Context: an optimization exercise on an open-source flow, tuned for small area, a short achievable clock period and few clock cycles. The choices shown serve that exercise and are no tape-out recipe.
At most, simulation tests tie the RTL to the original design; equivalence was not proved.
For runs 3 to 6, only the layout was checked, not whether the RTL still works.
Power figures rest on the tool's default switching activity, not on a simulated workload.

### design/flow/standard.sh
#!/bin/bash
# synth_recipe.tcl (not shown) runs the flow's synth.tcl, then flattens the netlist and writes it again
# the make line also repeats each setting of config.mk as NAME=value (left out here)
make -C /OpenROAD-flow-scripts/flow DESIGN_CONFIG=/design/flow/config.mk WORK_HOME=/design/flow/orfs CLKGATE_MAP_FILE= SYNTH_SCRIPT=/design/flow/synth_recipe.tcl "${@:-finish}"
### design/flow/design.v
module jel_cap (
    input  wire        clk,
    input  wire        rst,           
    input  wire        cmd_valid,
    output wire        cmd_ready,
    input  wire [2:0]  cmd_op,
    input  wire [31:0] cmd_arg,
    input  wire [7:0]  cmd_b,         
    input  wire [31:0] cmd_wb,        
    input  wire [31:0] cmd_hb,        
    input  wire        cmd_ecc,       
    input  wire        cmd_elen,      
    output reg         rsp_valid,
    output wire [7:0]  rsp_code,      
    output wire [31:0] rsp_value
);
    localparam OP_ECCLEN  = 3'd0;
    localparam OP_ECCCEIL = 3'd1;
    localparam OP_CAPECC  = 3'd2;
    localparam OP_RAWCAP  = 3'd3;
    localparam OP_CAP     = 3'd4;
    localparam C_OK       = 3'd0;     
    localparam C_BLOCKLEN = 3'd1;     
    localparam C_OPCODE   = 3'd2;     
    localparam C_FRAME    = 3'd3;     
    localparam C_CAPACITY = 3'd4;     
    localparam C_RESOURCE = 3'd5;     
    reg        rdy;           
    reg        s_mul, s_div, s_fin, s_post, s_err;
    reg        first;         
    reg        f_ecclen, f_eccceil, f_capecc, f_raw, f_cap;
    reg        ecc, elen;
    reg        nzero;         
    reg [2:0]  code;
    reg [31:0] acc;           
    reg        ovf;           
    reg [31:0] y;             
    reg        ybig;          
    reg [31:0] h;             
    reg [7:0]  ptr;           
    reg [7:0]  d;             
    reg [7:0]  k;             
    reg [9:0]  k3;            
    reg [7:0]  rem;
    reg [3:0]  dq;            
    assign cmd_ready = rdy;
    assign rsp_value = acc;
    assign rsp_code  = {1'b0,
                        code == C_RESOURCE,
                        code == C_CAPACITY,
                        code == C_BLOCKLEN || code == C_OPCODE || code == C_FRAME || code == C_RESOURCE,
                        code == C_FRAME,
                        code == C_OPCODE,
                        code == C_BLOCKLEN || code == C_OPCODE || code == C_CAPACITY || code == C_RESOURCE,
                        1'b0};
    wire accept = cmd_valid && rdy;
    function automatic [7:0] top_nib(input [31:0] x);
        reg [3:0] bz, tb, nh;
        integer j;
        begin
            for (j = 0; j < 4; j = j + 1) begin
                bz[j] = |x[8*j +: 8];
                nh[j] = |x[8*j+4 +: 4];
            end
            tb[3] = bz[3];
            tb[2] = bz[2] & ~bz[3];
            tb[1] = bz[1] & ~(bz[3] | bz[2]);
            tb[0] = ~(bz[3] | bz[2] | bz[1]);
            for (j = 0; j < 4; j = j + 1) begin
                top_nib[2*j+1] = tb[j] & nh[j];
                top_nib[2*j]   = tb[j] & ~nh[j];
            end
        end
    endfunction
    function automatic [3:0] top_val(input [31:0] x);
        begin
            top_val = nib_at(x, top_nib(x));
        end
    endfunction
    function automatic [3:0] nib_at(input [31:0] x, input [7:0] p);
        integer i;
        begin
            nib_at = 4'd0;
            for (i = 0; i < 8; i = i + 1) nib_at = nib_at | (x[4*i +: 4] & {4{p[i]}});
        end
    endfunction
    wire [9:0] d1 = {2'b00, d};
    wire [9:0] d2 = {1'b0, d, 1'b0};
    wire [9:0] d3;
    wire       d3_co;
    skadd #(.W(10)) u_d3 (.a(d1), .b(d2), .cin(1'b0), .s(d3), .cout(d3_co));
    wire [3:0] nib = nib_at(h, ptr);
    wire [9:0] stA, stB;
    r4step u_sa (.t({rem, nib[3:2]}), .a1(d1), .a2(d2), .a3(d3), .qr(stA));
    r4step u_sb (.t({stA[7:0], nib[1:0]}), .a1(d1), .a2(d2), .a3(d3), .qr(stB));
    wire s_dq = s_div | s_fin;
    wire inc  = s_fin & (f_ecclen | (f_eccceil & (rem != 8'd0)));
    wire [11:0] k1x = {4'd0, k};
    wire [11:0] k2x = {3'd0, k, 1'b0};
    wire [11:0] k3x = {2'd0, k3};
    wire [11:0] k4x = {2'd0, k, 2'b00};
    wire [1:0]  qa = dq[3:2];
    wire [2:0]  qb = {1'b0, dq[1:0]} + {2'b00, inc};
    wire [11:0] ma = ({12{qa == 2'd1}} & k1x) | ({12{qa == 2'd2}} & k2x) |
                     ({12{qa == 2'd3}} & k3x);
    wire [11:0] mb = ({12{qb == 3'd1}} & k1x) | ({12{qb == 3'd2}} & k2x) |
                     ({12{qb == 3'd3}} & k3x) | ({12{qb == 3'd4}} & k4x);
    wire [3:0]  fill = (f_cap & elen) ? (s_fin ? 4'd12 : 4'd15) : 4'd0;
    wire        sel0 = (s_mul & h[0]) | s_post;
    wire        sel1 = s_mul & h[1];
    wire [31:0] opa  = s_dq ? {acc[27:0], fill} : acc;
    wire [31:0] row0 = ({32{sel0}} & y) | ({32{s_dq}} & {18'd0, ma, 2'b00});
    wire [31:0] row1 = ({32{sel1}} & {y[30:0], 1'b0}) | ({32{s_dq}} & {20'd0, mb});
    wire pre_ovf = s_mul ? (((h[0] | h[1]) & (ybig | y[31])) | (h[1] & y[30]))
                         : (acc[31:27] != 5'd0);
    wire [31:0] cs_s = opa ^ row0 ^ row1;
    wire [31:0] cs_c = (opa & row0) | (opa & row1) | (row0 & row1);
    wire [32:0] sum;
    wire        sum_co;
    skadd #(.W(33)) u_add (.a({1'b0, cs_s}), .b({cs_c, 1'b0}), .cin(1'b0), .s(sum), .cout(sum_co));
    wire ovf_n = ovf | pre_ovf | sum[32] | sum[31];
    wire mul_last = (h[31:2] == 30'd0);
    wire cap_bad = (acc[31:3] == 29'd0) && (acc[2:0] <= 3'd4);    
    wire dk_zero = (dq == 4'd0) || (k == 8'd0);
    wire dk_le4  = dk_zero || (dq == 4'd1 && k <= 8'd4) || (dq == 4'd2 && k <= 8'd2) ||
                   ((dq == 4'd3 || dq == 4'd4) && k == 8'd1);
    wire fin_bad = elen ? ((&acc) && dk_le4) : ((acc == 32'd0) && dk_zero);
    wire [7:0] k_n = f_ecclen ? d + 8'd5 : f_eccceil ? d : d - 8'd5;
    wire d_le4  = (d <= 8'd4);
    wire b_err  = f_ecclen ? (d >= 8'd251 || d == 8'd0) :
                  (f_eccceil | f_capecc) ? d_le4 :
                  f_cap ? (ecc & d_le4) : 1'b0;
    wire op_err = ~(f_ecclen | f_eccceil | f_capecc | f_raw | f_cap);
    wire [2:0] err_code = op_err ? C_OPCODE :
                          (f_ecclen && d == 8'd0) ? C_FRAME : C_BLOCKLEN;
    wire is_mulop = (cmd_op == OP_RAWCAP) || (cmd_op == OP_CAP);
    wire [7:0] in_top   = top_nib(cmd_arg);
    wire       in_big   = (cmd_op == OP_ECCLEN) ? (cmd_b > 8'd20) : (cmd_b > 8'd15);
    wire       in_skip  = in_big && (|cmd_arg[31:4]);
    wire [7:0] in_ptr   = in_big ? {1'b0, in_top[7:2], in_top[1] | in_top[0]} : in_top;
    wire [7:0] acc_top  = top_nib(acc);
    wire       acc_big  = (d > 8'd15);
    wire       acc_skip = acc_big && (|acc[31:4]);
    wire [7:0] acc_ptr  = acc_big ? {1'b0, acc_top[7:2], acc_top[1] | acc_top[0]} : acc_top;
    always @(posedge clk) begin
        if (rst) begin
            rdy       <= 1'b1;
            s_mul     <= 1'b0;
            s_div     <= 1'b0;
            s_fin     <= 1'b0;
            s_post    <= 1'b0;
            s_err     <= 1'b0;
            rsp_valid <= 1'b0;
        end else begin
            rsp_valid <= 1'b0;
            s_fin     <= 1'b0;
            s_err     <= 1'b0;
            s_post    <= 1'b0;
            if (accept) begin
                rdy <= 1'b0;
                if (is_mulop) s_mul <= 1'b1;
                else          s_div <= 1'b1;
            end
            if (s_mul && mul_last) begin
                s_mul <= 1'b0;
                if (ovf_n) begin
                    s_err <= 1'b1;
                    code  <= C_RESOURCE;
                end else if (f_raw || !(ecc || elen)) begin
                    if (f_cap && nzero) begin
                        s_err <= 1'b1;
                        code  <= C_CAPACITY;
                    end else begin
                        rdy       <= 1'b1;
                        rsp_valid <= 1'b1;
                        code      <= C_OK;
                    end
                end else begin
                    s_post <= 1'b1;
                end
            end
            if (s_div && ptr[0]) begin
                s_div <= 1'b0;
                s_fin <= 1'b1;
            end
            if (s_fin) begin
                if (f_cap) begin
                    if (fin_bad) begin
                        s_err <= 1'b1;
                        code  <= C_CAPACITY;
                    end else begin
                        rdy       <= 1'b1;
                        rsp_valid <= 1'b1;
                        code      <= C_OK;
                    end
                end else if (ovf_n) begin
                    s_err <= 1'b1;
                    code  <= C_RESOURCE;
                end else begin
                    rdy       <= 1'b1;
                    rsp_valid <= 1'b1;
                    code      <= C_OK;
                end
            end
            if (s_post) begin
                if (ecc) begin
                    s_div <= 1'b1;
                end else if (cap_bad) begin
                    s_err <= 1'b1;
                    code  <= C_CAPACITY;
                end else begin
                    rdy       <= 1'b1;
                    rsp_valid <= 1'b1;
                    code      <= C_OK;
                end
            end
            if (first && (b_err || op_err)) begin
                s_mul     <= 1'b0;
                s_div     <= 1'b0;
                s_fin     <= 1'b0;
                s_post    <= 1'b0;
                s_err     <= 1'b1;
                rdy       <= 1'b0;
                rsp_valid <= 1'b0;
                code      <= err_code;
            end
            if (s_err) begin
                rdy       <= 1'b1;
                rsp_valid <= 1'b1;
            end
        end
    end
    always @(posedge clk) begin
        first <= accept && !rst;
        k     <= k_n;
        k3    <= {2'b00, k_n} + {1'b0, k_n, 1'b0};
        acc <= sum[31:0];
        rem <= stB[7:0];
        dq  <= {stA[9:8], stB[9:8]};
        if (rdy || s_err || (s_post && ecc && !elen))
            acc <= 32'd0;
        if (s_post && ecc && elen)
            acc <= 32'hFFFF_FFFF;
        if (rdy || s_mul || s_post) begin
            rem <= 8'd0;
            dq  <= 4'd0;
        end
        if (rdy && in_skip)
            rem <= {4'd0, nib_at(cmd_arg, in_top)};
        if (s_post && acc_skip)
            rem <= {4'd0, nib_at(acc, acc_top)};
        if (rdy) begin
            f_ecclen  <= (cmd_op == OP_ECCLEN);
            f_eccceil <= (cmd_op == OP_ECCCEIL);
            f_capecc  <= (cmd_op == OP_CAPECC);
            f_raw     <= (cmd_op == OP_RAWCAP);
            f_cap     <= (cmd_op == OP_CAP);
            ecc       <= cmd_ecc;
            elen      <= cmd_elen;
            nzero     <= (cmd_wb == 32'd0) || (cmd_hb == 32'd0);
            ovf       <= 1'b0;
            ybig      <= 1'b0;
            y         <= cmd_wb;
            h         <= is_mulop ? cmd_hb : cmd_arg;
            ptr       <= in_ptr;
            d         <= (cmd_op == OP_ECCLEN) ? cmd_b - 8'd5 : cmd_b;
        end
        if (s_mul) begin
            ovf  <= ovf_n;
            ybig <= ybig | y[31] | y[30];
            y    <= {y[29:0], 2'b00};
            h    <= {2'b00, h[31:2]};
            if (mul_last)
                y <= elen ? 32'hFFFF_FFFC : 32'd0;    
        end
        if (s_div) begin
            ovf  <= ovf_n;
            ptr  <= {1'b0, ptr[7:1]};
        end
        if (s_post && ecc) begin
            h    <= acc;
            ptr  <= acc_ptr;
        end
    end
endmodule
module r4step (
    input  wire [9:0] t,
    input  wire [9:0] a1,
    input  wire [9:0] a2,
    input  wire [9:0] a3,
    output wire [9:0] qr
);
    wire [9:0] s1, s2, s3;
    wire       c1, c2, c3;    
    skadd #(.W(10)) u1 (.a(t), .b(~a1), .cin(1'b1), .s(s1), .cout(c1));
    skadd #(.W(10)) u2 (.a(t), .b(~a2), .cin(1'b1), .s(s2), .cout(c2));
    skadd #(.W(10)) u3 (.a(t), .b(~a3), .cin(1'b1), .s(s3), .cout(c3));
    assign qr = c3 ? {2'd3, s3[7:0]} :
                c2 ? {2'd2, s2[7:0]} :
                c1 ? {2'd1, s1[7:0]} :
                     {2'd0, t[7:0]};
endmodule
module skadd #(parameter W = 36) (
    input  wire [W-1:0] a,
    input  wire [W-1:0] b,
    input  wire         cin,
    output wire [W-1:0] s,
    output wire         cout
);
    localparam L = (W + 1 <= 2) ? 1 : (W + 1 <= 4) ? 2 : (W + 1 <= 8) ? 3 :
                   (W + 1 <= 16) ? 4 : (W + 1 <= 32) ? 5 : 6;
    wire [W:0] gg [0:L];
    wire [W:0] pp [0:L];
    assign gg[0] = {a & b, cin};
    assign pp[0] = {a ^ b, 1'b0};
    genvar l, i;
    generate
        for (l = 0; l < L; l = l + 1) begin : g_lv
            for (i = 0; i <= W; i = i + 1) begin : g_bt
                if ((i >> l) & 1) begin : g_op
                    localparam integer J = ((i >> l) << l) - 1;
                    assign gg[l+1][i] = gg[l][i] | (pp[l][i] & gg[l][J]);
                    assign pp[l+1][i] = pp[l][i] & pp[l][J];
                end else begin : g_pass
                    assign gg[l+1][i] = gg[l][i];
                    assign pp[l+1][i] = pp[l][i];
                end
            end
        end
    endgenerate
    assign s    = (a ^ b) ^ gg[L][W-1:0];
    assign cout = gg[L][W];
endmodule
### design/flow/constraint.sdc
create_clock -name core_clock -period 10.0 [get_ports {clk}]
set_input_delay 2.0000 -clock core_clock [delete_from_list [all_inputs] [get_ports {clk}]]
set_output_delay 2.0000 -clock core_clock [all_outputs]
set_load 0.01 [all_outputs]
### design/flow/config.mk
export PLATFORM = sky130hd
export DESIGN_NAME = jel_cap
export DESIGN_NICKNAME = jel_cap
export VERILOG_FILES = /design/flow/design.v
export SDC_FILE = /design/flow/constraint.sdc
export NUM_CORES = 4
export LEC_CHECK = 0
export CAP_MARGIN = 20
export CORE_MARGIN = 2
export CORE_UTILIZATION = 40
export SLEW_MARGIN = 20
### design/flow/flow/run.sh
#!/bin/bash
# Layout flow: the standard ORFS flow (standard.sh), with these make
# variables changed (the clock period and the constraints are the standard flow's):
#   ADDER_MAP_FILE=     yosys leaves adders to abc instead of mapping them to
#                       the fa/ha cells (the registers are the same)
#   ABC_AREA=1          abc's area script
#   SETUP_SLACK_MARGIN  repair_timing works on paths until this much slack
#   BUFFER_PORTS_ARGS   the cell that buffers each input and output port
#   CTS_BUF_LIST        the clock tree's buffers
# Each step's full log is in orfs/logs/, make's own output in flow_make.log.
set -uo pipefail
bash standard.sh ADDER_MAP_FILE= ABC_AREA=1 SETUP_SLACK_MARGIN=6.2 'BUFFER_PORTS_ARGS=-buffer_cell sky130_fd_sc_hd__buf_1' CTS_BUF_LIST=sky130_fd_sc_hd__clkbuf_8 finish > flow_make.log 2>&1
==> run notes, run 1 <==
----------------------------------------------------
[Power and ir drop]
  IR Drop Worst-Case VDD ... 0.143 mV
  Power density of the placed cells ... 235 nW/um^2
  LEAKAGE ... around 8.7 nW

[Clocking]
  Maximum root-to-sink buffer count ... 2
  Hold buffer count at CTS ... 0
  Total number of H-tree levels ... 4
  Clock latency reported for the late side of the worst-skew pair ... 0.52 ns
  Number of clock sinks ... 162
  CTS tree ... yes
  CTS Root Buffer Type ... sky130_fd_sc_hd__clkbuf_8
  Total CTS buffers ... 17
  Register clock-pin slew on the reported worst setup and hold paths ... 0.11 ns

[Die]
  Std-Cell Core Area ... 37300 um^2
  Die extent in x ... 198 um
  Number of placement rows ... 71
  Floorplan die area ... 39200 um^2
  Boundary pin count ... 154
  Effective utilization at floorplan ... around two fifths
  Floorplan die height ... 198 um

[Detailed routing]
  First drt pass iteration count ... 6
  Via density per instance ... 5.53
  Number of design-rule violations left by the first detailed-router iteration ... roughly 1500
  Final wirelength ... 58900 um
  Total via count in the routed design ... 17400
  Number of nets still failing antenna checks after routing ... 0
  Post-route DRC violation count ... 0
  Avg WL per Cell ... 18.7 um

[GRT]
  Maximum number of pins on one net before global-route repair ... 73
  Total overflow reported by the global router ... 0
  Number of global-route vias before repair ... 15800
  Antenna violations before repair ... 0
  All-Layer GR Usage ... 29.1%
  Wire length of the first global-routing pass ... 87100 um

[Synthesis]
  Count of state elements after synthesis ... 162
  Distinct cell type count after synthesis ... 67
  Syn Std Cell Area ... 15000 um^2
  Async SR Flop Fraction ... 0%
  Mean instance size in the synthesized netlist ... 6.20 um^2
  Cell count after synthesis ... 2423
  Number of flops mapped to enable cells by yosys ... 93
  Syn. warnings ... 3
  Most common flop cell mapped by yosys ... sky130_fd_sc_hd__edfxtp_1
  Fraction of the yosys area taken by sequential cells ... 27.8%

[STA]
  Final setup TNS ... 0 ns
  Normalized max-slew margin ... 23.1%
  Number of max-slew violations in the final report ... 0
  Actual transition at the worst max-transition pin ... 1.12 ns
  Hold Violations, Final ... 0
  Final period util ... ~37%
  Number of setup violations in the final report ... 0
  Shortest period the worst path allows ... 3.74 ns
  Clock skew ... 0.0241 ns
  RSZ-0062 raised after global routing ... yes
  Final hold slack ... 0.561 ns
  Highest achievable clock rate ... around 0.27 GHz

[Layout]
  Area occupied by registers ... 4190 um^2
  Area added between synthesis and finish ... 22.8%
  Post-route core utilization ... 49.5%
  Share of cells above drive strength 1 ... 17.2%
  Antenna cell count ... 0
  Area occupied by multi-input gates ... 10200 um^2
  Number of nets in the final layout ... 2773
  Number of filler cells placed in the layout ... slightly below 4000

[Outcome]
  Status ... no timing/DRC/antenna violations

[Setup path]
  Worst-case reg-to-reg path depth ... 29
  Kind of critical path ... reg2out
  Element type at the critical path start ... flop
  Arrival time at the worst endpoint ... 1.74 ns
  Endpoint class of the critical path ... output pin
  Critical path required time ... 8.00 ns
  Maximum net fanout on the critical path ... 3

[Hold path]
  Hold Path Stages ... 3
  HP Class ... reg2reg

[Run]
  Max-cap violations ... 0

[Placed design]
  Estimated wirelength of the detail-placed design ... 43200 um
  Count of buffers from port buffering ... 151
  RD Place Congestion ... 0.955

----------------------------------------------------
## per-stage QoR
step	cells	setup slack [ns]	power, mW	area [um^2]
final	3148	6.26	4.35	18500
after global routing	3148	6.01	4.66	18500
after CTS	3075	6.18	3.87	17100
after detailed placement	3000	5.11	3.21	16000
after global placement	3000	5.17	3.18	16000
after floorplan	2424	6.24	2.66	15100
## Yosys cell counts (5+ instances only)
cell type | number | area [um^2]
sky130_fd_sc_hd__a22oi_1 | 5 | 37.5
sky130_fd_sc_hd__inv_1 | 324 | 1220
sky130_fd_sc_hd__o21ai_0 | 157 | 786
sky130_fd_sc_hd__nand3_1 | 176 | 881
sky130_fd_sc_hd__buf_4 | 6 | 45.0
sky130_fd_sc_hd__nand2_4 | 12 | 135
sky130_fd_sc_hd__o21ai_1 | 10 | 50.1
sky130_fd_sc_hd__o32ai_1 | 5 | 43.8
sky130_fd_sc_hd__nand4_1 | 36 | 225
sky130_fd_sc_hd__o22ai_1 | 9 | 56.3
sky130_fd_sc_hd__inv_2 | 12 | 45.0
sky130_fd_sc_hd__nor2_2 | 6 | 37.5
sky130_fd_sc_hd__clkbuf_1 | 34 | 128
sky130_fd_sc_hd__a21o_1 | 7 | 52.6
sky130_fd_sc_hd__a22o_1 | 7 | 61.3
sky130_fd_sc_hd__nor3_1 | 26 | 130
sky130_fd_sc_hd__a21oi_1 | 113 | 566
sky130_fd_sc_hd__a31oi_1 | 11 | 68.8
sky130_fd_sc_hd__nand3_2 | 13 | 130
sky130_fd_sc_hd__buf_2 | 15 | 75.1
sky130_fd_sc_hd__edfxtp_1 | 93 | 2790
sky130_fd_sc_hd__dfxtp_1 | 69 | 1380
sky130_fd_sc_hd__nand2_1 | 724 | 2720
sky130_fd_sc_hd__a21oi_2 | 8 | 70.1
sky130_fd_sc_hd__xnor2_1 | 26 | 228
sky130_fd_sc_hd__nor4_1 | 41 | 257
sky130_fd_sc_hd__nand3b_1 | 8 | 60.1
sky130_fd_sc_hd__o221ai_1 | 33 | 289
sky130_fd_sc_hd__buf_6 | 6 | 67.6
sky130_fd_sc_hd__nand2_2 | 31 | 194
sky130_fd_sc_hd__mux2i_1 | 12 | 120
sky130_fd_sc_hd__o211ai_1 | 6 | 45.0
sky130_fd_sc_hd__xor2_1 | 53 | 464
sky130_fd_sc_hd__nor2_1 | 256 | 961
sky130_fd_sc_hd__or2_2 | 13 | 81.3
## final timing paths
| check | from | slack (ns) | endpoint |
|---|---|---|---|
| max | code[1] | 6.26 | rsp_code[1] |
| max reg2reg | f_eccceil | 6.28 | code[2] |
| min | first | 0.56 | rdy |
| min reg2reg | first | 0.56 | rdy |
## what timing repair did
item / in CTS / in global routing
pin swaps: 4 / 88
setup buffers: 37 / 67
resized for setup: 46 / 242
setup endpoints to repair: 43 / 41
gates cloned: 6 / 5
## power by group
| part | internal (mW) | switching, mW | leakage, nW | total (mW) |
|---|---|---|---|---|
| sequential | 0.835 | 0.159 | 1.52 | 0.994 |
| combinational | 1.04 | 1.77 | 6.97 | 2.81 |
| clock | 0.234 | 0.313 | 0.214 | 0.547 |
| total | 2.11 | 2.24 | 8.70 | 4.35 |
## kinds of logic (layout without fill, tap and decap cells)
group	Yosys count	count (layout)	synth area share [%]
buffers and inverters	400	649	10.6
and+or+nand+nor	1356	1357	39.5
adders and majority gates	1	1	0.0666
AOI/OAI and AO/OA	411	411	16.6
xor gates and xnor gates	80	80	4.71
other	1	2	0.0249
muxes	12	12	0.799
DFF	162	162	27.8
## sequential cells by signal, summed over array words and instances, names as in the netlist, 3 cells and up
signal / flops
code: 3
y: 32
acc: 32
h: 32
rem: 8
dq: 4
k: 7
ptr: 8
k3: 10
d: 8
## layout make-up
type	count	area share (%)
clock buffer	17	1.27
clock inverter	15	1.01
inverter	338	7.03
multi-input combinational	1863	55.0
sequential	162	22.7
tap	474	3.21
timing repair buffer	277	9.67
timing repair inverter	2	0.0814
## cell usage in the layout, fill, tap and decap left out, types with 35 or more instances in the layout
| cell type | instances |
|---|---|
| sky130_fd_sc_hd__buf_4 | 105 |
| sky130_fd_sc_hd__xor2_1 | 49 |
| sky130_fd_sc_hd__a21oi_1 | 105 |
| sky130_fd_sc_hd__o21ai_0 | 130 |
| sky130_fd_sc_hd__nand2_1 | 649 |
| sky130_fd_sc_hd__nor2_1 | 230 |
| sky130_fd_sc_hd__inv_1 | 309 |
| sky130_fd_sc_hd__nor4_1 | 39 |
| sky130_fd_sc_hd__dfxtp_1 | 60 |
| sky130_fd_sc_hd__nand2_2 | 82 |
| sky130_fd_sc_hd__nand3_2 | 36 |
| sky130_fd_sc_hd__nand4_1 | 36 |
| sky130_fd_sc_hd__nand3_1 | 148 |
| sky130_fd_sc_hd__edfxtp_1 | 93 |
| sky130_fd_sc_hd__nand2_4 | 35 |
| sky130_fd_sc_hd__buf_1 | 151 |
## critical path, cell delays in order, from the launching register on
cell	delay (ns)
sky130_fd_sc_hd__edfxtp_1	0.42
sky130_fd_sc_hd__inv_1	0.10
sky130_fd_sc_hd__nand2_1	0.10
sky130_fd_sc_hd__or3b_2	0.45
sky130_fd_sc_hd__buf_1	0.14
## metal layers
layer  share of wire [%]  up-vias  global-route usage [%]
met5                   0        -                       0
met3                 7.0      155                    4.02
li1                    -     8487                       -
met1                  41     8049                    36.0
met4                 5.1        0                    14.6
met2                  47      724                    49.4
Testbench counts, summed over its fixed seeds: cycles 9,637.
==> run 2: changes to the inputs <==
--- a/design/flow/flow/run.sh
+++ b/design/flow/flow/run.sh
@@ -10,3 +10,3 @@
 # Each step's full log is in orfs/logs/, make's own output in flow_make.log.
 set -uo pipefail
-bash standard.sh ADDER_MAP_FILE= ABC_AREA=1 SETUP_SLACK_MARGIN=6.2 'BUFFER_PORTS_ARGS=-buffer_cell sky130_fd_sc_hd__buf_1' CTS_BUF_LIST=sky130_fd_sc_hd__clkbuf_8 finish > flow_make.log 2>&1
+bash standard.sh ADDER_MAP_FILE= ABC_AREA=1 SETUP_SLACK_MARGIN=6 'BUFFER_PORTS_ARGS=-buffer_cell sky130_fd_sc_hd__buf_1' CTS_BUF_LIST=sky130_fd_sc_hd__clkbuf_8 GPL_TIMING_DRIVEN=1 finish > flow_make.log 2>&1
==> run 2 against run 1 <==
  * Synthesized area is the same
  * Total power down 6.5%
  * Count of clock-buffer cells in the layout unchanged
  * Still clean
  * Critical path depth increased by 24
  * Non-clock buffer count is 36 lower
  * Final cell count is 1.1% lower
==> run notes, run 2 <==
----------------------------------------------------
[Synthesis]
  Cell count after synthesis ... 2423
  Library cell with the highest instance count after synthesis ... sky130_fd_sc_hd__nand2_1
  Number of flops mapped to enable cells by yosys ... 93
  Most common flop cell mapped by yosys ... sky130_fd_sc_hd__edfxtp_1
  Count of state elements after synthesis ... 162
  Library cell occupying the most area in the post-synthesis netlist ... sky130_fd_sc_hd__edfxtp_1
  Syn. warnings ... 3
  Leading post-synthesis cells by instance count ... 724 x sky130_fd_sc_hd__nand2_1, 324 x sky130_fd_sc_hd__inv_1, 256 x sky130_fd_sc_hd__nor2_1
  Area share of the largest cell type after synthesis ... 18.6%
  Fraction of the yosys area taken by sequential cells ... 27.8%
  Syn Std Cell Area ... 15000 um^2
  Mean instance size in the synthesized netlist ... 6.20 um^2
  Async SR Flop Fraction ... 0%
  Area contributors post-synth ... sky130_fd_sc_hd__edfxtp_1 19%, sky130_fd_sc_hd__nand2_1 18%, sky130_fd_sc_hd__dfxtp_1 9.2%
  Distinct cell type count after synthesis ... 67

[Power and ir drop]
  Part of the total power dissipated in the clock network ... 12.2%
  IR Drop Worst-Case VDD ... between 0.1 and 0.15 mV
  Switching power share of the total ... 53.0%
  LEAKAGE ... 8.31 nW
  Gate power share ... 63.2%
  Total power consumption of the routed design ... 4.07 mW
  Net switching power figure ... 2.15 mW
  Power density of the placed cells ... 231 nW/um^2
  Cell internal pwr ... 1.91 mW
  Register share of total power ... 24.6%

[Setup path]
  Endpoint of the most critical register-to-register path ... rem[1]
  Maximum net fanout on the critical path ... 8
  Minimum setup slack among reg-to-reg paths ... 6.20 ns
  Cell repeated most along the worst path ... sky130_fd_sc_hd__nand2_1
  Critical path required time ... 10.38 ns
  Element type at the critical path start ... flop
  Crit path largest cell delay ... 0.53 ns
  Endpoint class of the critical path ... flop
  Crit-path leading delay family ... simple AND/OR/NAND/NOR gates
  Worst-path cell with the longest stage delay ... sky130_fd_sc_hd__edfxtp_1
  Reg-to-reg startpoint ... d[2]
  Kind of critical path ... reg2reg
  Arrival time at the worst endpoint ... 4.18 ns
  Buffers plus inverters on the worst setup path ... 6
  Worst-case reg-to-reg path depth ... 28

[STA]
  Highest achievable clock rate ... about 0.26 GHz
  Slack of the critical path ... 6.20 ns
  Clock skew ... 0.0229 ns
  Shortest period the worst path allows ... about 3.8 ns
  RSZ-0062 raised after global routing ... yes
  Hold Violations, Final ... 0
  Normalized max-slew margin ... 26.7%
  Number of max-slew violations in the final report ... 0
  Actual transition at the worst max-transition pin ... 1.07 ns
  Number of setup violations in the final report ... 0
  Final setup TNS ... 0 ns
  Final period util ... 38.0%

[Die]
  Boundary pin count ... ~150
  Die extent in x ... 198 um
  Floorplan die area ... roughly 39000 um^2
  Number of placement rows ... a little over 70
  Std-Cell Core Area ... 37300 um^2
  Effective utilization at floorplan ... 40.3%
  Floorplan die height ... 198 um

[GRT]
  Number of global-route vias before repair ... about 16000
  Maximum number of pins on one net before global-route repair ... 73
  Antenna violations before repair ... 0
  Total overflow reported by the global router ... 0
  All-Layer GR Usage ... 28.3%
  Wire length of the first global-routing pass ... 85100 um

[Layout]
  Share of cells above drive strength 1 ... between 10% and 20%
  Area added between synthesis and finish ... 17.2%
  Antenna cell count ... 0
  Commonest cells after routing, fill and taps aside ... 690 x sky130_fd_sc_hd__nand2_1, 317 x sky130_fd_sc_hd__inv_1, 237 x sky130_fd_sc_hd__nor2_1, 164 x sky130_fd_sc_hd__nand3_1, 151 x sky130_fd_sc_hd__buf_1
  Area occupied by multi-input gates ... 9760 um^2
  Non-Filler Instances ... between 3000 and 4000
  Largest registers ... acc: 32 flops, h: 32 flops, y: 32 flops
  Most frequent standard cell in the layout excluding fill and tap cells ... sky130_fd_sc_hd__nand2_1
  Number of filler cells placed in the layout ... a little under 4000
  Area occupied by registers ... 4190 um^2
  Number of nets in the final layout ... between 2000 and 3000

[Detailed routing]
  Met3 WL ... 3610 um
  Via density per instance ... 5.51
  Routed length on met2 ... 27700 um
  Final wirelength ... between 50000 and 60000 um
  Post-route DRC violation count ... 0
  Routed length on met1 ... 24200 um
  Total via count in the routed design ... 17100
  First drt pass iteration count ... 6
  Number of nets still failing antenna checks after routing ... 0
  Avg WL per Cell ... 18.6 um
  Number of design-rule violations left by the first detailed-router iteration ... 1377
  Highest routing layer actually used ... met4

[Placed design]
  Count of buffers from port buffering ... around 150
  RD Place Congestion ... between 0.9 and 1
  Pre-CTS worst setup slack ... 5.13 ns
  Estimated wirelength of the detail-placed design ... about 43000 um
  Number of placed instances with taps included ... about 3000

[Outcome]
  Status ... no timing/DRC/antenna violations

[Clocking]
  Hold buffer count at CTS ... 0
  Clock latency reported for the late side of the worst-skew pair ... 0.52 ns
  Number of clock sinks ... roughly 160
  CTS tree ... yes
  Total CTS buffers ... 17
  Maximum root-to-sink buffer count ... 2
  CTS Root Buffer Type ... sky130_fd_sc_hd__clkbuf_8
  Total number of H-tree levels ... 4
  Register clock-pin slew on the reported worst setup and hold paths ... 0.11 ns

[Hold path]
  Worst hold path startpoint ... s_div
  Worst Hold Endpoint ... s_div
  Hold Path Stages ... 1
  HP Class ... reg2reg

[Run]
  Max-cap violations ... 0

----------------------------------------------------
-- run 2: cell counts after synthesis --
Identical to the previous run, type by type.
-- run 2: what timing repair did --
action / CTS / global route
buffers inserted: 14 / 58
setup endpoints to repair: 38 / 31
pin swaps: 3 / 25
resized for setup: 21 / 127
gates cloned: 1 / 8
-- run 2: worst max path at each step --
stage / depth (start not counted) / startpoint / endpoint
final: 28 / d[2] / rem[1]
after global routing: 29 / d[2] / rem[3]
after CTS: 27 / s_mul / code[2]
after detailed placement: 16 / cmd_arg[30] / ptr[2]
after global placement: 29 / s_mul / code[2]
after floorplan: 15 / cmd_arg[30] / ptr[2]
-- run 2: cell type report --
| cell class | instances | share of cell area [%] |
|---|---|---|
| clock inverter | 15 | 0.760 |
| multi-input combinational | 1864 | 55.4 |
| timing repair inverter | 1 | 0.0426 |
| inverter | 338 | 7.33 |
| timing repair buffer | 241 | 8.00 |
| sequential | 162 | 23.8 |
| tap | 474 | 3.37 |
| clock buffer | 17 | 1.33 |
-- run 2: cell families (layout without fill, tap and decap cells) --
kind of cell / after synthesis / count (layout) / synth area share (%)
compound gates: 411 / 412 / 16.6
buf+inv: 400 / 612 / 10.6
simple gates: 1356 / 1357 / 39.5
fa+ha+maj: 1 / 1 / 0.0666
mux: 12 / 12 / 0.799
other cells: 1 / 2 / 0.0249
xor+xnor: 80 / 80 / 4.71
flops: 162 / 162 / 27.8
-- run 2: worst register-to-register path, delay by kind of cell, from the launching register on --
family          cells  cell delay [ns]
simple gates       20             2.13
buf+inv             6             0.73
flops               1             0.53
compound gates      2             0.29
-- run 2: layer usage --
layer | vias up | global-route usage [%]
li1 | 8413 | -
met1 | 7946 | 35.8
met2 | 653 | 48.3
met3 | 120 | 4.56
met4 | 0 | 10.6
met5 | - | 0
-- run 2: power by group through the flow --
stage | Sequential, mW | Clock [mW] | Combinational [mW]
2_1_floorplan | 0.929 | 0 | 1.73
3_3_place_gp | 1.01 | 0 | 2.18
3_5_place_dp | 1.01 | 0 | 2.20
4_1_cts | 0.991 | 0.503 | 2.30
5_1_grt | 1.01 | 0.523 | 2.85
6_report | 0.999 | 0.496 | 2.57
-- run 2: through the flow --
step | cell area, um^2 | hold WS (ns) | utilization [%]
2_1_floorplan | 15000 | 0.438 | -
3_3_place_gp | 16000 | 0.521 | 42.9
3_5_place_dp | 16000 | 0.537 | 42.9
4_1_cts | 16600 | 0.553 | 44.4
5_1_grt | 17600 | 0.550 | 47.2
6_report | 17600 | 0.534 | 47.2
==> run 3: changes to the inputs <==
--- a/design/flow/design.v
+++ b/design/flow/design.v
@@ -235,5 +235,9 @@
         k     <= k_n;
         k3    <= {2'b00, k_n} + {1'b0, k_n, 1'b0};
-        acc <= sum[31:0];
+        acc  <= sum[31:0];
+        y    <= {y[29:0], 2'b00};
+        ybig <= ybig | y[31] | y[30];
+        ptr  <= {1'b0, ptr[7:1]};
+        ovf  <= ovf_n;
         rem <= stB[7:0];
         dq  <= {stA[9:8], stB[9:8]};
@@ -267,15 +271,8 @@
         end
         if (s_mul) begin
-            ovf  <= ovf_n;
-            ybig <= ybig | y[31] | y[30];
-            y    <= {y[29:0], 2'b00};
             h    <= {2'b00, h[31:2]};
             if (mul_last)
                 y <= elen ? 32'hFFFF_FFFC : 32'd0;    
         end
-        if (s_div) begin
-            ovf  <= ovf_n;
-            ptr  <= {1'b0, ptr[7:1]};
-        end
         if (s_post && ecc) begin
             h    <= acc;
--- a/design/flow/flow/run.sh
+++ b/design/flow/flow/run.sh
@@ -10,3 +10,3 @@
 # Each step's full log is in orfs/logs/, make's own output in flow_make.log.
 set -uo pipefail
-bash standard.sh ADDER_MAP_FILE= ABC_AREA=1 SETUP_SLACK_MARGIN=6 'BUFFER_PORTS_ARGS=-buffer_cell sky130_fd_sc_hd__buf_1' CTS_BUF_LIST=sky130_fd_sc_hd__clkbuf_8 GPL_TIMING_DRIVEN=1 finish > flow_make.log 2>&1
+bash standard.sh ADDER_MAP_FILE= ABC_AREA=1 SETUP_SLACK_MARGIN=6 'BUFFER_PORTS_ARGS=-buffer_cell sky130_fd_sc_hd__buf_1' CTS_BUF_LIST=sky130_fd_sc_hd__clkbuf_8 finish > flow_make.log 2>&1
==> run 3 against run 2 <==
  * Total power is 0.29% lower
  * Fmax is 1.5% lower
  * Critical path depth decreased by 19
  * First-iteration DRC count up 0.44%
  * Clock power rose by 8.5%
  * Critical path type is now in2reg
  * Largest power group unchanged
==> run notes, run 3 <==
----------------------------------------------------
[GRT]
  Global routing met3 resource utilization ... under 10%
  Antenna violations before repair ... 0
  Number of global-route vias before repair ... 15500
  Maximum number of pins on one net before global-route repair ... 73
  Wire length of the first global-routing pass ... approximately 85000 um
  Met2 track utilization from global routing ... around 48%
  Most used routing layer in global routing ... met2
  Met1 usage in global routing ... 36.9%
  All-Layer GR Usage ... between 20% and 30%
  Total overflow reported by the global router ... 0

[Placed design]
  RD Place Congestion ... 0.980
  Estimated wirelength of the detail-placed design ... ~43000 um
  Count of buffers from port buffering ... around 150
  Pre-CTS worst setup slack ... roughly 5 ns
  Number of placed instances with taps included ... 2992

[Layout]
  Antenna cell count ... 0
  Area added between synthesis and finish ... 19.4%
  Number of nets in the final layout ... 2740
  Share of cells above drive strength 1 ... ~13%
  Non-Filler Instances ... 3102
  Commonest cells after routing, fill and taps aside ... 692 x sky130_fd_sc_hd__nand2_1, 322 x sky130_fd_sc_hd__inv_1, 237 x sky130_fd_sc_hd__nor2_1, 165 x sky130_fd_sc_hd__nand3_1, 151 x sky130_fd_sc_hd__buf_1
  Most frequent standard cell in the layout excluding fill and tap cells ... sky130_fd_sc_hd__nand2_1
  Largest registers ... acc: 32 flops, h: 32 flops, y: 32 flops

[Clocking]
  Maximum root-to-sink buffer count ... 2
  Clock latency reported for the late side of the worst-skew pair ... 0.51 ns
  CTS tree ... yes
  Total number of H-tree levels ... 4
  Total CTS buffers ... 17
  CTS Root Buffer Type ... sky130_fd_sc_hd__clkbuf_8
  Register clock-pin slew on the reported worst setup and hold paths ... 0.11 ns
  Number of clock sinks ... 162

[Die]
  Number of placement rows ... 69
  Die extent in x ... ~190 um
  Floorplan die area ... 37600 um^2
  Effective utilization at floorplan ... 40.5%
  Boundary pin count ... 154
  Floorplan die height ... between 150 and 200 um
  Std-Cell Core Area ... 35600 um^2

[Synthesis]
  Cell count after synthesis ... 2432
  Leading post-synthesis cells by instance count ... 743 x sky130_fd_sc_hd__nand2_1, 327 x sky130_fd_sc_hd__inv_1, 264 x sky130_fd_sc_hd__nor2_1
  Library cell occupying the most area in the post-synthesis netlist ... sky130_fd_sc_hd__nand2_1
  Syn. warnings ... 3
  Fraction of the yosys area taken by sequential cells ... 26.0%
  Count of state elements after synthesis ... 162
  Area share of the largest cell type after synthesis ... 19.3%
  Number of flops mapped to enable cells by yosys ... between 50 and 60
  Syn Std Cell Area ... ~14000 um^2
  Most common flop cell mapped by yosys ... sky130_fd_sc_hd__dfxtp_1
  Async SR Flop Fraction ... 0%
  Distinct cell type count after synthesis ... approximately 60
  Mean instance size in the synthesized netlist ... between 5 and 6 um^2
  Library cell with the highest instance count after synthesis ... sky130_fd_sc_hd__nand2_1
  Area contributors post-synth ... sky130_fd_sc_hd__nand2_1 19%, sky130_fd_sc_hd__dfxtp_1 15%, sky130_fd_sc_hd__edfxtp_1 11%

[Hold path]
  HP Class ... reg2reg
  Worst hold path startpoint ... y[27]

[STA]
  Hold Violations, Final ... 0
  Normalized max-slew margin ... 15.9%
  Slack of the critical path ... 6.14 ns
  Number of setup violations in the final report ... 0
  Shortest period the worst path allows ... slightly below 4 ns
  Final period util ... 38.6%
  RSZ-0062 raised after global routing ... yes
  Final setup TNS ... 0 ns
  Clock skew ... between 0.02 and 0.025 ns
  Highest achievable clock rate ... 0.259 GHz
  Actual transition at the worst max-transition pin ... 1.25 ns
  Number of max-slew violations in the final report ... 0

[Run]
  Max-cap violations ... 0

[Setup path]
  Minimum setup slack among reg-to-reg paths ... slightly above 6 ns
  Maximum net fanout on the critical path ... 35
  Worst-path cell with the longest stage delay ... sky130_fd_sc_hd__inv_1
  Startpoint of the worst setup timing path ... cmd_op[2]
  Endpoint class of the critical path ... flop
  Crit path largest cell delay ... 0.43 ns
  Critical-path cell list ... buf_1, inv_1, nor3_1, inv_1, nand2_1, buf_4, inv_1, o21ai_0, o221ai_1
  Cell repeated most along the worst path ... sky130_fd_sc_hd__inv_1
  Arrival time at the worst endpoint ... ~4.1 ns
  Critical path required time ... about 10 ns
  Kind of critical path ... in2reg
  Reg-to-reg startpoint ... d[3]
  Element type at the critical path start ... input pin

[Power and ir drop]
  Switching power share of the total ... 51.5%
  Register share of total power ... 23.3%
  Cell internal pwr ... 1.96 mW
  Power density of the placed cells ... 236 nW/um^2
  Part of the total power dissipated in the clock network ... 13.3%
  LEAKAGE ... 8.09 nW
  IR Drop Worst-Case VDD ... 0.398 mV
  Net switching power figure ... 2.09 mW
  Gate power share ... 63.4%

[Detailed routing]
  Via density per instance ... 5.51
  Final wirelength ... between 50000 and 60000 um
  Number of nets still failing antenna checks after routing ... 0
  First drt pass iteration count ... 5
  Avg WL per Cell ... roughly 18 um
  Number of design-rule violations left by the first detailed-router iteration ... 1383
  Post-route DRC violation count ... 0
  Total via count in the routed design ... 17100

[Outcome]
  Status ... no timing/DRC/antenna violations

----------------------------------------------------
## run 3: cell type report
type                       instances  area, um^2
clock buffer                      17         234
clock inverter                    15         194
fill                            3792       18400
inverter                         338        1290
multi-input combinational       1869        9740
sequential                       162        3770
tap                              461         577
timing repair buffer             238        1390
timing repair inverter             2        15.0
## run 3: critical path: cells and delay by family
kind | cells | cell delay (ns)
AO/OA/AOI/OAI | 2 | 0.59
buffers and inverters | 5 | 1.14
AND/OR/NAND/NOR | 2 | 0.34
## run 3: timing repair
item,CTS,global route
cloned,3,5
setup buffers,25,45
pin swaps,4,50
hold buffers,0,0
resized for setup,33,170
setup endpoints to repair,41,27
## run 3: power groups by stage
stage / Clock, mW / Combinational (mW) / Sequential [mW]
after floorplan: 0 / 1.54 / 0.876
after global placement: 0 / 1.97 / 0.956
after detailed placement: 0 / 1.99 / 0.954
after CTS: 0.547 / 2.07 / 0.937
after global routing: 0.573 / 2.83 / 0.951
final: 0.538 / 2.57 / 0.945
## run 3: kinds of logic after synthesis
family                 count (synthesis)  share of synthesized area [%]
AND/OR/NAND/NOR                     1366                           40.3
AO/OA/AOI/OAI                        417                           17.8
buffers and inverters                406                           10.9
flip-flops                           162                           26.0
XOR/XNOR                              77                           4.68
multiplexers                           3                          0.208
other                                  1                         0.0260
## run 3: path summary, 6_finish.rpt
path                 end  cells after the start
setup / recovery    h[0]                      9
hold / removal     y[29]                      2
setup reg to reg  rem[3]                     31
hold reg to reg    y[29]                      2
## run 3: per-layer routing
metal | routed length (um) | vias to the layer above
met4 | 2870 | 0
met3 | 3340 | 141
met5 | 0 | -
li1 | - | 8429
met2 | 25800 | 637
met1 | 24400 | 7892
## run 3: per-stage QoR
stage | total power [mW] | hold WS [ns] | instance area, um^2 | utilization, %
after floorplan | 2.42 | 0.438 | 14400 | -
after global placement | 2.93 | 0.497 | 15400 | 43.2
after detailed placement | 2.94 | 0.496 | 15400 | 43.3
after CTS | 3.56 | 0.521 | 16200 | 45.5
after global routing | 4.36 | 0.536 | 17200 | 48.4
final | 4.05 | 0.520 | 17200 | 48.4
==> run 4: changes to the inputs <==
--- a/design/flow/flow/run.sh
+++ b/design/flow/flow/run.sh
@@ -10,3 +10,3 @@
 # Each step's full log is in orfs/logs/, make's own output in flow_make.log.
 set -uo pipefail
-bash standard.sh ADDER_MAP_FILE= ABC_AREA=1 SETUP_SLACK_MARGIN=6 'BUFFER_PORTS_ARGS=-buffer_cell sky130_fd_sc_hd__buf_1' CTS_BUF_LIST=sky130_fd_sc_hd__clkbuf_8 finish > flow_make.log 2>&1
+bash standard.sh ADDER_MAP_FILE= ABC_AREA=1 SETUP_SLACK_MARGIN=5.7 'BUFFER_PORTS_ARGS=-buffer_cell sky130_fd_sc_hd__buf_1' CTS_BUF_LIST=sky130_fd_sc_hd__clkbuf_8 finish > flow_make.log 2>&1
==> run 4 against run 3 <==
  * Non-clock buffer count decreased by 37
  * Synthesized cell count unchanged
  * Critical path depth up 14
  * Sequential cell count unchanged
  * Core utilization shrank 2.3 points
  * Setup slack got worse by 0.14 ns
  * Synthesized area did not move
  * Total power fell by 9.0%
  * Count of clock-buffer cells in the layout stayed put
  * Global-route usage is 0.44 points lower
  * Critical path type is now reg2reg
  * Critical endpoint is now rem[3]
  * Highest routed layer unchanged
==> run notes, run 4 <==
----------------------------------------------------
[Outcome]
  Status ... no timing/DRC/antenna violations

[Setup path]
  Critical-path cell list ... inv_1, nand2_1, nand2_1, o21ai_2, nand3_1, nand2_1, nand2_1, o21ai_4, clkinvlp_2, buf_4, o211ai_1, nand2_1, nand2_1, nand2_1, nor2_1, a21oi_4, buf_12, inv_2, nand2_1, nand2_1, nand2_1, nand2_1, a21oi_1
  Arrival time at the worst endpoint ... 4.38 ns
  Endpoint class of the critical path ... flop
  Critical path required time ... between 10 and 15 ns
  Element type at the critical path start ... flop
  Buffers plus inverters on the worst setup path ... 5
  Reg-to-reg startpoint ... d[1]
  Kind of critical path ... reg2reg
  Maximum net fanout on the critical path ... 10
  Minimum setup slack among reg-to-reg paths ... 5.99 ns
  Worst-path cell with the longest stage delay ... sky130_fd_sc_hd__edfxtp_1
  Cell repeated most along the worst path ... sky130_fd_sc_hd__nand2_1
  Crit path largest cell delay ... 0.51 ns
  Crit-path leading delay family ... simple AND/OR/NAND/NOR gates
  Startpoint of the worst setup timing path ... d[1]

[Power and ir drop]
  LEAKAGE ... approximately 8 nW
  Power density of the placed cells ... 225 nW/um^2
  IR Drop Worst-Case VDD ... 0.354 mV

[Placed design]
  Estimated wirelength of the detail-placed design ... 43300 um
  RD Place Congestion ... 0.980
  Count of buffers from port buffering ... 151
  DP Area ... 15400 um^2

[Detailed routing]
  First drt pass iteration count ... 6
  Number of design-rule violations left by the first detailed-router iteration ... 1245
  Post-route DRC violation count ... 0
  Number of nets still failing antenna checks after routing ... 0
  Avg WL per Cell ... approximately 18 um
  Final wirelength ... around 55000 um
  Via density per instance ... 5.50
  Total via count in the routed design ... 16800

[Synthesis]
  Library cell with the highest instance count after synthesis ... sky130_fd_sc_hd__nand2_1
  Area share of the largest cell type after synthesis ... 19.3%
  Distinct cell type count after synthesis ... 61
  Cell count after synthesis ... 2432
  Fraction of the yosys area taken by sequential cells ... 26.0%
  Area contributors post-synth ... sky130_fd_sc_hd__nand2_1 19%, sky130_fd_sc_hd__dfxtp_1 15%, sky130_fd_sc_hd__edfxtp_1 11%
  Leading post-synthesis cells by instance count ... 743 x sky130_fd_sc_hd__nand2_1, 327 x sky130_fd_sc_hd__inv_1, 264 x sky130_fd_sc_hd__nor2_1
  Most common flop cell mapped by yosys ... sky130_fd_sc_hd__dfxtp_1
  Number of flops mapped to enable cells by yosys ... 51
  Syn Std Cell Area ... 14400 um^2
  Async SR Flop Fraction ... 0%
  Mean instance size in the synthesized netlist ... 5.93 um^2
  Count of state elements after synthesis ... 162
  Library cell occupying the most area in the post-synthesis netlist ... sky130_fd_sc_hd__nand2_1
  Syn. warnings ... 3

[Layout]
  Post-route core utilization ... 46.1%
  Area added between synthesis and finish ... 13.8%
  Commonest cells after routing, fill and taps aside ... 729 x sky130_fd_sc_hd__nand2_1, 324 x sky130_fd_sc_hd__inv_1, 254 x sky130_fd_sc_hd__nor2_1, 181 x sky130_fd_sc_hd__nand3_1, 151 x sky130_fd_sc_hd__buf_1
  Area of all placed cells without fillers ... about 16000 um^2
  Most frequent standard cell in the layout excluding fill and tap cells ... sky130_fd_sc_hd__nand2_1
  Largest registers ... acc: 32 flops, h: 32 flops, y: 32 flops
  Share of cells above drive strength 1 ... 7.77%
  Antenna cell count ... 0
  Number of nets in the final layout ... 2699

[STA]
  Number of max-slew violations in the final report ... 0
  Final setup TNS ... 0 ns
  Clock skew ... 0.0227 ns
  Highest achievable clock rate ... 0.249 GHz
  Number of setup violations in the final report ... 0
  Hold Violations, Final ... 0
  Actual transition at the worst max-transition pin ... between 1 and 1.5 ns
  RSZ-0062 raised after global routing ... yes
  Final period util ... 40.1%
  Normalized max-slew margin ... a little under a quarter
  Shortest period the worst path allows ... 4.01 ns

[Hold path]
  HP Class ... reg2reg
  Worst hold path startpoint ... y[27]

[Clocking]
  CTS Root Buffer Type ... sky130_fd_sc_hd__clkbuf_8
  Total CTS buffers ... 17
  Hold buffer count at CTS ... 0
  Maximum root-to-sink buffer count ... 2
  CTS tree ... yes
  Number of clock sinks ... 162
  Total number of H-tree levels ... 4
  Register clock-pin slew on the reported worst setup and hold paths ... 0.11 ns
  Clock latency reported for the late side of the worst-skew pair ... between 0.5 and 0.6 ns

[GRT]
  Number of global-route vias before repair ... approximately 15000
  All-Layer GR Usage ... 28.3%
  Total overflow reported by the global router ... 0
  Maximum number of pins on one net before global-route repair ... 73
  Antenna violations before repair ... 0
  Wire length of the first global-routing pass ... 83900 um

[Die]
  Effective utilization at floorplan ... around two fifths
  Boundary pin count ... 154
  Std-Cell Core Area ... 35600 um^2
  Die extent in x ... 194 um
  Floorplan die height ... 194 um
  Floorplan die area ... 37600 um^2
  Number of placement rows ... 69

[Run]
  Max-cap violations ... 0

----------------------------------------------------
run 4: cell types whose count changed in the layout (fill, tap and decap cells not counted), sizes merged:
cell	change
buf	-37
nand2	-2
a21oi	-1
clkinvlp	-1
run 4: routing by layer:
layer	global-route usage [%]	up-vias	wire length (um)
li1	-	8339	-
met1	36.3	7737	24100
met2	47.1	625	25200
met3	4.11	136	3430
met4	13.2	0	2530
met5	0	-	0
run 4: area by class of cell:
type	instances	area, um^2
Fill cell	3852	19200
Timing Repair Buffer	201	1020
Clock buffer	17	234
Tap cell	461	577
Timing Repair inverter	1	5.00
Multi-Input combinational cell	1866	9330
Sequential cell	162	3760
Clock inverter	15	194
Inverter	338	1290
run 4: logic make-up after synthesis:
logic type / synth area share [%]
AND/OR/NAND/NOR: 40.3
AO/OA/AOI/OAI: 17.8
XOR/XNOR: 4.68
other: 0.0260
multiplexers: 0.208
flip-flops: 26.0
buffers and inverters: 10.9
run 4: path summary, 6_finish.rpt:
kind / cells after the start / end
max: 23 / rem[3]
min reg2reg: 2 / y[29]
max reg2reg: 23 / rem[3]
min: 2 / y[29]
run 4: what timing repair did:
action	CTS	global route
resized for setup	5	63
setup endpoints to repair	28	26
pin swaps	0	8
cloned	0	3
setup buffers	0	34
run 4: worst register-to-register path, cell delays in order, from the launching register on:
cell	delay (ns)
sky130_fd_sc_hd__edfxtp_1	0.51
sky130_fd_sc_hd__inv_1	0.20
sky130_fd_sc_hd__nand2_1	0.13
sky130_fd_sc_hd__nand2_1	0.10
sky130_fd_sc_hd__o21ai_2	0.25
sky130_fd_sc_hd__nand3_1	0.11
sky130_fd_sc_hd__nand2_1	0.13
sky130_fd_sc_hd__nand2_1	0.11
sky130_fd_sc_hd__o21ai_4	0.26
sky130_fd_sc_hd__clkinvlp_2	0.28
sky130_fd_sc_hd__buf_4	0.22
sky130_fd_sc_hd__o211ai_1	0.31
sky130_fd_sc_hd__nand2_1	0.18
sky130_fd_sc_hd__nand2_1	0.12
sky130_fd_sc_hd__nand2_1	0.06
sky130_fd_sc_hd__nor2_1	0.18
sky130_fd_sc_hd__a21oi_4	0.08
sky130_fd_sc_hd__buf_12	0.15
sky130_fd_sc_hd__inv_2	0.11
sky130_fd_sc_hd__nand2_1	0.06
sky130_fd_sc_hd__nand2_1	0.06
sky130_fd_sc_hd__nand2_1	0.05
sky130_fd_sc_hd__nand2_1	0.11
sky130_fd_sc_hd__a21oi_1	0.08
run 4: power by group:
group          total (mW)  switching (mW)  internal [mW]  leakage (nW)
combinational        2.21            1.45          0.760          6.13
clock               0.540           0.305          0.235         0.209
sequential          0.941           0.153          0.789          1.44
total                3.69            1.91           1.78          7.78
run 4: per-stage QoR:
step | instances | power (mW) | worst slack [ns] | hold WS (ns)
finish | 3061 | 3.69 | 5.99 | 0.521
CTS | 3024 | 3.49 | 5.68 | 0.521
global route | 3061 | 4.00 | 5.63 | 0.536
detailed placement | 2992 | 2.94 | 4.98 | 0.496
floorplan | 2433 | 2.42 | 6.08 | 0.438
global placement | 2991 | 2.93 | 5.19 | 0.497
==> run 5: changes to the inputs <==
--- a/design/flow/flow/run.sh
+++ b/design/flow/flow/run.sh
@@ -10,3 +10,3 @@
 # Each step's full log is in orfs/logs/, make's own output in flow_make.log.
 set -uo pipefail
-bash standard.sh ADDER_MAP_FILE= ABC_AREA=1 SETUP_SLACK_MARGIN=5.7 'BUFFER_PORTS_ARGS=-buffer_cell sky130_fd_sc_hd__buf_1' CTS_BUF_LIST=sky130_fd_sc_hd__clkbuf_8 finish > flow_make.log 2>&1
+bash standard.sh ADDER_MAP_FILE= ABC_AREA=1 SETUP_SLACK_MARGIN=5.4 'BUFFER_PORTS_ARGS=-buffer_cell sky130_fd_sc_hd__buf_1' CTS_BUF_LIST=sky130_fd_sc_hd__clkbuf_8 finish > flow_make.log 2>&1
==> run 5 against run 4 <==
  * Register-to-register slack worse by 0.22 ns
  * Still clean on timing, DRC and antenna
  * Sequential share of layout area grew 0.51 points
  * First-iteration DRC count up 7.6%
  * Total power is 3.6% lower
  * Sequential cell count is the same
==> run notes, run 5 <==
----------------------------------------------------
[GRT]
  Wire length of the first global-routing pass ... 83900 um
  Maximum number of pins on one net before global-route repair ... 73
  Number of global-route vias before repair ... 15300
  Antenna violations before repair ... 0
  Total overflow reported by the global router ... 0
  All-Layer GR Usage ... 28.3%

[Setup path]
  Element type at the critical path start ... flop
  Buffers plus inverters on the worst setup path ... 4
  Crit-path leading delay family ... simple AND/OR/NAND/NOR gates
  Crit path largest cell delay ... 0.40 ns
  Minimum setup slack among reg-to-reg paths ... 5.77 ns
  Endpoint class of the critical path ... flop
  Critical path required time ... 10.27 ns
  Cell repeated most along the worst path ... sky130_fd_sc_hd__nand2_1
  Maximum net fanout on the critical path ... 36
  Worst-path cell with the longest stage delay ... sky130_fd_sc_hd__buf_4
  Kind of critical path ... reg2reg
  Arrival time at the worst endpoint ... 4.50 ns

[Synthesis]
  Area share of the largest cell type after synthesis ... about a fifth
  Area contributors post-synth ... sky130_fd_sc_hd__nand2_1 19%, sky130_fd_sc_hd__dfxtp_1 15%, sky130_fd_sc_hd__edfxtp_1 11%
  Async SR Flop Fraction ... 0%
  Syn. warnings ... 3
  Multiplexer area fraction after synthesis ... less than 1%
  Most common flop cell mapped by yosys ... sky130_fd_sc_hd__dfxtp_1
  Mean instance size in the synthesized netlist ... 5.93 um^2
  Arithmetic-cell share of the synthesized area counting full adders, half adders and majority gates ... 0%
  Combinational family with the most area after synthesis ... simple AND/OR/NAND/NOR gates
  Number of flops mapped to enable cells by yosys ... around 50
  Leading post-synthesis cells by instance count ... 743 x sky130_fd_sc_hd__nand2_1, 327 x sky130_fd_sc_hd__inv_1, 264 x sky130_fd_sc_hd__nor2_1
  Post-synthesis simple-gate area fraction ... 40.3%
  Cell count after synthesis ... 2432
  XOR/XNOR share of the synthesized area ... 4.68%
  Count of state elements after synthesis ... 162
  Library cell occupying the most area in the post-synthesis netlist ... sky130_fd_sc_hd__nand2_1
  Syn Std Cell Area ... 14400 um^2
  Distinct cell type count after synthesis ... 61
  Library cell with the highest instance count after synthesis ... sky130_fd_sc_hd__nand2_1
  Fraction of the yosys area taken by sequential cells ... 26.0%
  Post-synthesis compound-gate area fraction ... 17.8%

[Placed design]
  Number of placed instances with taps included ... between 2000 and 3000
  Count of buffers from port buffering ... around 150
  Estimated wirelength of the detail-placed design ... 43300 um
  RD Place Congestion ... 0.980

[Layout]
  Most frequent standard cell in the layout excluding fill and tap cells ... sky130_fd_sc_hd__nand2_1
  Number of nets in the final layout ... between 2000 and 3000
  Non-Filler Instances ... around 3000
  Share of cells above drive strength 1 ... 6.01%
  Antenna cell count ... 0
  Largest registers ... acc: 32 flops, h: 32 flops, y: 32 flops
  Commonest cells after routing, fill and taps aside ... 739 x sky130_fd_sc_hd__nand2_1, 326 x sky130_fd_sc_hd__inv_1, 260 x sky130_fd_sc_hd__nor2_1, 186 x sky130_fd_sc_hd__nand3_1, 151 x sky130_fd_sc_hd__buf_1
  Number of filler cells placed in the layout ... 3897
  Area added between synthesis and finish ... 11.3%

[Power and ir drop]
  LEAKAGE ... 7.64 nW
  IR Drop Worst-Case VDD ... 0.359 mV
  Power density of the placed cells ... 222 nW/um^2

[Detailed routing]
  Via density per instance ... 5.47
  Number of nets still failing antenna checks after routing ... 0
  First drt pass iteration count ... 5
  Avg WL per Cell ... 17.9 um
  Number of design-rule violations left by the first detailed-router iteration ... 1339
  Total via count in the routed design ... 16600
  Final wirelength ... 54500 um
  Post-route DRC violation count ... 0

[Die]
  Floorplan die height ... 194 um
  Effective utilization at floorplan ... 40.5%
  Number of placement rows ... 69
  Boundary pin count ... 154
  Floorplan die area ... 37600 um^2
  Die extent in x ... 194 um
  Std-Cell Core Area ... 35600 um^2

[Outcome]
  Status ... no timing/DRC/antenna violations

[Hold path]
  HP Class ... reg2reg

[Clocking]
  CTS Root Buffer Type ... sky130_fd_sc_hd__clkbuf_8
  Maximum root-to-sink buffer count ... 2
  CTS tree ... yes
  Number of clock sinks ... 162
  Total number of H-tree levels ... 4
  Hold buffer count at CTS ... 0
  Register clock-pin slew on the reported worst setup and hold paths ... 0.11 ns
  Clock latency reported for the late side of the worst-skew pair ... 0.51 ns
  Total CTS buffers ... 17

[STA]
  Actual transition at the worst max-transition pin ... roughly 1.1 ns
  Number of max-slew violations in the final report ... 0
  Hold Violations, Final ... 0
  Number of setup violations in the final report ... 0
  Clock skew ... around 0.024 ns
  Final setup TNS ... 0 ns
  Normalized max-slew margin ... 23.1%
  Final period util ... 42.3%
  Highest achievable clock rate ... approximately 0.24 GHz
  Shortest period the worst path allows ... 4.23 ns
  RSZ-0062 raised after global routing ... yes

[Run]
  Max-cap violations ... 0

----------------------------------------------------
[run 5: layer usage]
layer	vias up	wire (um)	share of wire, %	track usage (%)
met4	0	2530	4.6	13.2
met2	580	24800	45	47.0
met1	7628	24200	44	36.3
met3	130	2950	5.4	4.21
li1	8285	-	-	-
met5	-	0	0	0
[run 5: cell type report]
type	instances	area, um^2	area share (%)
Timing Repair inverter	1	5.00	0.0312
Clock buffer	17	234	1.46
Clock inverter	15	194	1.21
Multi-Input combinational cell	1865	9170	57.2
Timing Repair Buffer	182	827	5.15
Tap cell	461	577	3.59
Inverter	338	1280	7.96
Sequential cell	162	3760	23.4
[run 5: cells by family (layout without fill, tap and decap cells)]
family,Yosys count,count (layout)
simple gates,1366,1366
xor+xnor,77,77
compound gates,417,417
buf+inv,406,553
other cells,1,2
flops,162,162
mux,3,3
[run 5: power breakdown]
group          internal [mW]  switching (mW)  leakage (nW)
registers              0.789           0.154          1.44
logic                  0.682            1.39          5.99
clock network          0.235           0.305         0.209
[run 5: worst paths after layout]
path | startpoint | to | cells after the start
worst max-delay path | s_mul | code[2] | 26
worst min-delay path | y[27] | y[29] | 2
worst max register to register | s_mul | code[2] | 26
worst min register to register | y[27] | y[29] | 2
[run 5: repair_timing]
item | CTS | global route
pin swaps | 0 | 0
gates resized for setup | 2 | 23
gates cloned | 0 | 1
endpoints found under the setup margin | 11 | 16
setup buffers | 0 | 16
[run 5: per-stage QoR]
step                utilization, %  area (um^2)  total power [mW]  setup slack [ns]  hold WS, ns
global placement              43.2        15400              2.93              5.19        0.497
CTS                           44.5        15800              3.49              5.40        0.521
detailed placement            43.3        15400              2.94              4.98        0.496
finish                        45.1        16000              3.56              5.77        0.519
floorplan                        -        14400              2.42              6.08        0.438
global route                  45.1        16000              3.87              5.36        0.536
[run 5: tightest hold or removal path: stages (launching register included)]
cell and delay [ns]:
sky130_fd_sc_hd__dfxtp_1 0.34, sky130_fd_sc_hd__nand2_1 0.07, sky130_fd_sc_hd__a31oi_1 0.07
==> run 6: changes to the inputs <==
--- a/design/flow/flow/run.sh
+++ b/design/flow/flow/run.sh
@@ -10,3 +10,3 @@
 # Each step's full log is in orfs/logs/, make's own output in flow_make.log.
 set -uo pipefail
-bash standard.sh ADDER_MAP_FILE= ABC_AREA=1 SETUP_SLACK_MARGIN=5.4 'BUFFER_PORTS_ARGS=-buffer_cell sky130_fd_sc_hd__buf_1' CTS_BUF_LIST=sky130_fd_sc_hd__clkbuf_8 finish > flow_make.log 2>&1
+bash standard.sh ADDER_MAP_FILE= ABC_AREA=1 SETUP_SLACK_MARGIN=5.0 'BUFFER_PORTS_ARGS=-buffer_cell sky130_fd_sc_hd__buf_1' CTS_BUF_LIST=sky130_fd_sc_hd__clkbuf_8 finish > flow_make.log 2>&1
==> run 6 against run 5 <==
  * Still clean
  * Total power down 1.2%
  * Synthesized area is the same
  * Sequential cell count is the same
  * Die area stayed put
  * Core utilization fell by 0.55 points
  * Fmax shrank 4.6%
  * Hold slack improved by 0.00093 ns
  * Register-to-register slack got worse by 0.21 ns
  * Critical endpoint unchanged
  * Largest cell class unchanged
==> run notes, run 6 <==
----------------------------------------------------
[Outcome]
  Status ... no timing/DRC/antenna violations

[Die]
  Floorplan die area ... 37600 um^2
  Effective utilization at floorplan ... 40.5%
  Std-Cell Core Area ... 35600 um^2
  Number of placement rows ... 69

[Power and ir drop]
  Gate power share ... 57.7%
  Cell internal pwr ... 1.68 mW
  Power density of the placed cells ... 222 nW/um^2
  Total power consumption of the routed design ... about 3.5 mW
  LEAKAGE ... 7.54 nW
  Register share of total power ... 26.9%
  Net switching power figure ... 1.83 mW
  IR Drop Worst-Case VDD ... ~0.36 mV

[Synthesis]
  Syn. warnings ... 3
  Mean instance size in the synthesized netlist ... a little under 6 um^2
  Most common flop cell mapped by yosys ... sky130_fd_sc_hd__dfxtp_1
  Fraction of the yosys area taken by sequential cells ... 26.0%
  Number of flops mapped to enable cells by yosys ... 51
  Syn Std Cell Area ... approximately 14000 um^2
  Area share of the largest cell type after synthesis ... 19.3%
  Cell count after synthesis ... 2432

[STA]
  Shortest period the worst path allows ... 4.43 ns
  Normalized max-slew margin ... 34.1%
  Actual transition at the worst max-transition pin ... 0.963 ns
  Highest achievable clock rate ... between 0.2 and 0.25 GHz
  RSZ-0062 raised after global routing ... no
  Clock skew ... 0.0250 ns

[Detailed routing]
  Total via count in the routed design ... 16500
  First drt pass iteration count ... 6
  Number of design-rule violations left by the first detailed-router iteration ... 1270
  Post-route DRC violation count ... 0

[Setup path]
  Kind of critical path ... reg2reg
  Startpoint of the worst setup timing path ... s_mul
  Crit-path leading delay family ... simple AND/OR/NAND/NOR gates
  Buffers plus inverters on the worst setup path ... 4
  Cell repeated most along the worst path ... sky130_fd_sc_hd__nand2_1
  Element type at the critical path start ... flop

[GRT]
  Antenna violations before repair ... 0
  Number of global-route vias before repair ... 15300
  All-Layer GR Usage ... 28.3%
  Maximum number of pins on one net before global-route repair ... 73

[Run]
  Max-cap violations ... 0

[Clocking]
  Total CTS buffers ... 17
  Number of clock sinks ... 162

[Hold path]
  HP Class ... reg2reg
  Worst hold path startpoint ... y[27]

[Placed design]
  RD Place Congestion ... 0.980

[Layout]
  Share of cells above drive strength 1 ... 4.92%
  Area added between synthesis and finish ... 9.97%

----------------------------------------------------
-- run 6: layout make-up --
cell class              instances  area, um^2  share of cell area [%]
inverters                     338        1270                    8.02
well taps                     461         577                    3.64
flip-flops and latches        162        3750                    23.7
clock buffers                  17         234                    1.48
repair buffers                166         699                    4.41
multi-input cells            1865        9120                    57.5
clock inverters                15         194                    1.22
-- run 6: logic make-up after synthesis --
family                    Yosys count  synth area share, %
DFF                               162                 26.0
muxes                               3                0.208
buffers and inverters             406                 10.9
other                               1               0.0260
and+or+nand+nor                  1366                 40.3
AOI/OAI and AO/OA                 417                 17.8
xor gates and xnor gates           77                 4.68
-- run 6: power by group through the flow --
stage	clock, mW	sequential (mW)	combinational (mW)
2_1_floorplan	0	0.876	1.54
3_3_place_gp	0	0.956	1.97
3_5_place_dp	0	0.954	1.99
4_1_cts	0.547	0.941	2.00
5_1_grt	0.573	0.954	2.30
6_report	0.539	0.946	2.03
-- run 6: path summary, 6_finish.rpt --
| path | to | slack, ns | depth (start not counted) |
|---|---|---|---|
| worst max-delay path | code[2] | 5.57 | 26 |
| worst min-delay path | y[29] | 0.52 | 2 |
| worst max register to register | code[2] | 5.57 | 26 |
| worst min register to register | y[29] | 0.52 | 2 |
-- run 6: through the flow --
step | worst slack (ns) | util, % | hold slack (ns)
detailed placement | 4.98 | 43.3 | 0.496
global placement | 5.19 | 43.2 | 0.497
CTS | 5.39 | 44.5 | 0.521
floorplan | 6.08 | - | 0.438
finish | 5.57 | 44.6 | 0.520
global route | 5.06 | 44.6 | 0.536
-- run 6: tightest hold or removal path: stages, from the launching register on --
cell and delay, ns:
sky130_fd_sc_hd__dfxtp_1 0.34, sky130_fd_sc_hd__nand2_1 0.07, sky130_fd_sc_hd__a31oi_1 0.07
-- run 6: repair_timing --
| action | 4_1_cts | 5_1_grt |
|---|---|---|
| buffers inserted | 0 | 0 |
| endpoints found under the hold margin | 0 | 0 |
| resized for setup | 1 | 2 |
| endpoints found under the setup margin | 1 | 5 |
-- run 6: per-layer routing --
metal  track usage, %  part of all wire [%]  vias to the layer above
met5                0                     0                        -
met4             13.0                   4.6                        0
met3             4.19                   5.7                      124
met2             47.1                    46                      590
met1             36.3                    44                     7551
li1                 -                     -                     8255

[separate check: timing with driven ports]
The results above use ideal ports. As a check the final layouts listed here were re-extracted and re-timed, cells and wires unchanged. Step 1, drivers: a clkbuf_16 drives clk and a buf_2 each remaining input, both assumed. Step 2, shift: input delay + t, output delay - t, t = (earliest + latest rising clock arrival at the registers) / 2. This alone moves slack from input paths to output paths. Slacks: no drivers / after step 1 / after step 2; pairs: no drivers / after step 1.
run | t (ns) | setup WS [ns]
run 1 | 0.560 | 6.265 / 6.217 / 5.822
run 2 | 0.564 | 6.195 / 6.190 / 5.691
run 3 | 0.548 | 6.135 / 6.138 / 5.608
run 4 | 0.550 | 5.992 / 5.992 / 5.583
run 5 | 0.549 | 5.771 / 5.771 / 5.613
run 6 | 0.548 | 5.565 / 5.565 / 5.565
After both steps setup and hold are still met in every run listed.
